This design comes from an exercise in tuning for a short achievable clock period and few clock cycles on the open sky130 flow, not from production work.
Function was checked by simulation only, so behaviour that the tests miss may differ from the original.

== lagoon ==
// dstu_mac_pad
module dstu_mac_pad (
    input  wire        clk,
    input  wire        rst,
    input  wire [1:0]  macsel,
    input  wire        cmd_valid,
    output wire        cmd_ready,
    input  wire [31:0] cmd_word,
    input  wire [31:0] cmd_arg0,
    input  wire [31:0] cmd_arg1,
    input  wire [31:0] cmd_arg2,
    output wire        rsp_valid,
    output wire [2:0]  rsp_err,
    output wire [31:0] rsp_ret,
    input  wire [2:0]  sr_sel,
    output reg  [31:0] sr_data,
    output wire [31:0] kb_addr,
    input  wire [7:0]  kb_data,
    output wire [31:0] ib_addr,
    input  wire [7:0]  ib_data,
    output wire        ob_we,
    output wire [31:0] ob_addr,
    output wire [7:0]  ob_data,
    output wire [1:0]  eng_cfg,
    input  wire [7:0]  eng_blklen,
    output wire        eng_abs_valid,
    output reg  [7:0]  eng_abs_byte,
    input  wire        eng_abs_ready,
    output wire        eng_reset,
    output wire        eng_final,
    input  wire        eng_dig_valid,
    input  wire [7:0]  eng_dig_byte,
    output wire        eng_dig_ready
);
Size: ~5000 cells after synthesis, about 1100 flip-flops, about 360 I/O pins.
==> flow/config.mk <==
export PLATFORM = sky130hd
export DESIGN_NAME = dstu_mac_pad
export DESIGN_NICKNAME = dstu_mac_pad
export VERILOG_FILES = /design/flow/design.v
export SDC_FILE = /design/flow/constraint.sdc
export NUM_CORES = 4
export LEC_CHECK = 0
export ABC_CLOCK_PERIOD_IN_PS = 4000
export CAP_MARGIN = 20
export CORE_MARGIN = 2
export CORE_UTILIZATION = 40
export SETUP_SLACK_MARGIN = 5
export SLEW_MARGIN = 20
==> flow/constraint.sdc <==
create_clock -name core_clock -period 10.0 [get_ports {clk}]
set_input_delay 2.0000 -clock core_clock [delete_from_list [all_inputs] [get_ports {clk}]]
set_output_delay 2.0000 -clock core_clock [all_outputs]
set_load 0.01 [all_outputs]
run.sh (not shown) runs the stock make flow with config.mk's settings and CLKGATE_MAP_FILE= SYNTH_SCRIPT=/design/flow/synth_recipe.tcl, a recipe that flattens the netlist after the stock synthesis.
Testbench counts of lagoon, summed over its fixed seeds: cycles 103,859.
[inputs] juniper vs lagoon
diff --git a/flow/design.v b/flow/design.v
--- a/flow/design.v
+++ b/flow/design.v
@@ -56,25 +56,24 @@
     reg  [6:0]  macsize;
     reg  [63:0] cnt;
     reg  [7:0]  cmod;          
     reg  [6:0]  klen;
     reg  [7:0]  ikey [0:KEY_MAX-1];
     reg  [31:0] ret;
     reg  [2:0]  err;
     reg  [3:0]  sticky;
     reg  [31:0] a_olen;        
     reg  [31:0] a_off;         
     reg  [31:0] a_len;         
     reg  [7:0]  ubyte;         
-    reg  [63:0] csum;          
     reg  [6:0]  key_len;       
     reg  [8:0]  pos;           
     reg  [8:0]  rcnt;          
     reg  [31:0] rlen;          
     reg  [31:0] ib_i;          
     reg  [31:0] ib_a;          
     reg  [8:0]  kb_a;          
     reg         dv;            
     reg         first;         
     reg         fchk;          
     reg  [63:0] vsh;           
     reg  [6:0]  kleft;         
@@ -223,25 +222,25 @@
             eng_reset_q <= 1'b0;
             case (state)
                 S_CHK: begin
                     dv    <= 1'b1;
                     ib_a  <= ib_a + 32'd1;
                     if (upd_bad)
                         respond(E_LEN);
                     else if (fsm != KEYED)
                         respond(E_STATE);
                     else if (a_len == 32'd0)
                         respond(E_OK);
                     else begin
-                        cnt   <= csum;
+                        cnt   <= cnt + {32'd0, a_len};
                         err   <= E_OK;
                         state <= S_UABS;
                     end
                 end
                 S_IPREP: begin
                     rcnt  <= plen[8:0];
                     dv    <= 1'b1;
                     kb_a  <= kb_a + 9'd1;
                     klen  <= key_len;
                     cnt   <= 64'd0;
                     cmod  <= 8'd0;
                     fsm   <= KEYED;
@@ -329,25 +328,24 @@
                     end
                 end
                 default: ;
             endcase
             if (acc) begin
                 rcnt    <= {1'b0, extra[7:0]};
                 vsh     <= {cnt[60:0], 3'b000};
                 first   <= 1'b1;
                 fchk    <= 1'b1;
                 a_olen  <= cmd_arg0;
                 a_off   <= cmd_arg1;
                 a_len   <= cmd_arg2;
-                csum    <= cnt + {32'd0, cmd_arg2};
                 ubyte   <= cmd_arg0[7:0];
                 key_len <= cmd_arg0[6:0];
                 ib_a    <= cmd_arg1;
                 ib_i    <= cmd_arg1;
                 wa      <= cmd_arg1;
                 rlen    <= cmd_arg2;
                 kb_a    <= 9'd0;
                 pos     <= 9'd0;
                 dv      <= 1'b0;
                 if (!c_legal)
                     respond(E_ILL);
                 else if (fsm == CFGFAULT)
==> notes.md <==
Relative to lagoon, the cell count after synthesis measured on juniper has increased slightly.
Compared with lagoon, juniper degrades overall routed net length.
No stage failed in juniper, and the final checks on the layout all came back clean.
For the clock network contribution to total cell area, juniper came in 0.20 points higher than lagoon did.
Re sequential share of layout area: juniper is 0.39 points down on lagoon.
juniper ended with less number of sequential cells than lagoon.
Setup slack of the critical path after layout ends up higher on juniper.
Testbench counts of juniper, summed over its fixed seeds: cycles 103,859.

## afterwards: timing with drivers on the ports
No port has a modelled driver above. Below, the same layouts with a new extraction and two added sets of constraints. Step 1 assumes that a clkbuf_16 drives the clock port and a buf_2 every other input. Step 2 also shifts input and output timing later by t, the mid clock arrival at the registers, as if the neighbouring blocks saw the same clock. Slacks: ideal / step 1 / step 2; pairs: ideal / step 1.
run | t, ns | setup WS [ns] | worst register clock-pin slew, ns | worst slew at a driven data input, ns
lagoon | 0.811 | 3.184 / 3.109 / 3.184 | 0.07 / 0.07 | 0.35
juniper | 0.813 | 3.345 / 3.336 / 3.345 | 0.07 / 0.07 | 0.18
After both steps every run listed still meets setup and hold.
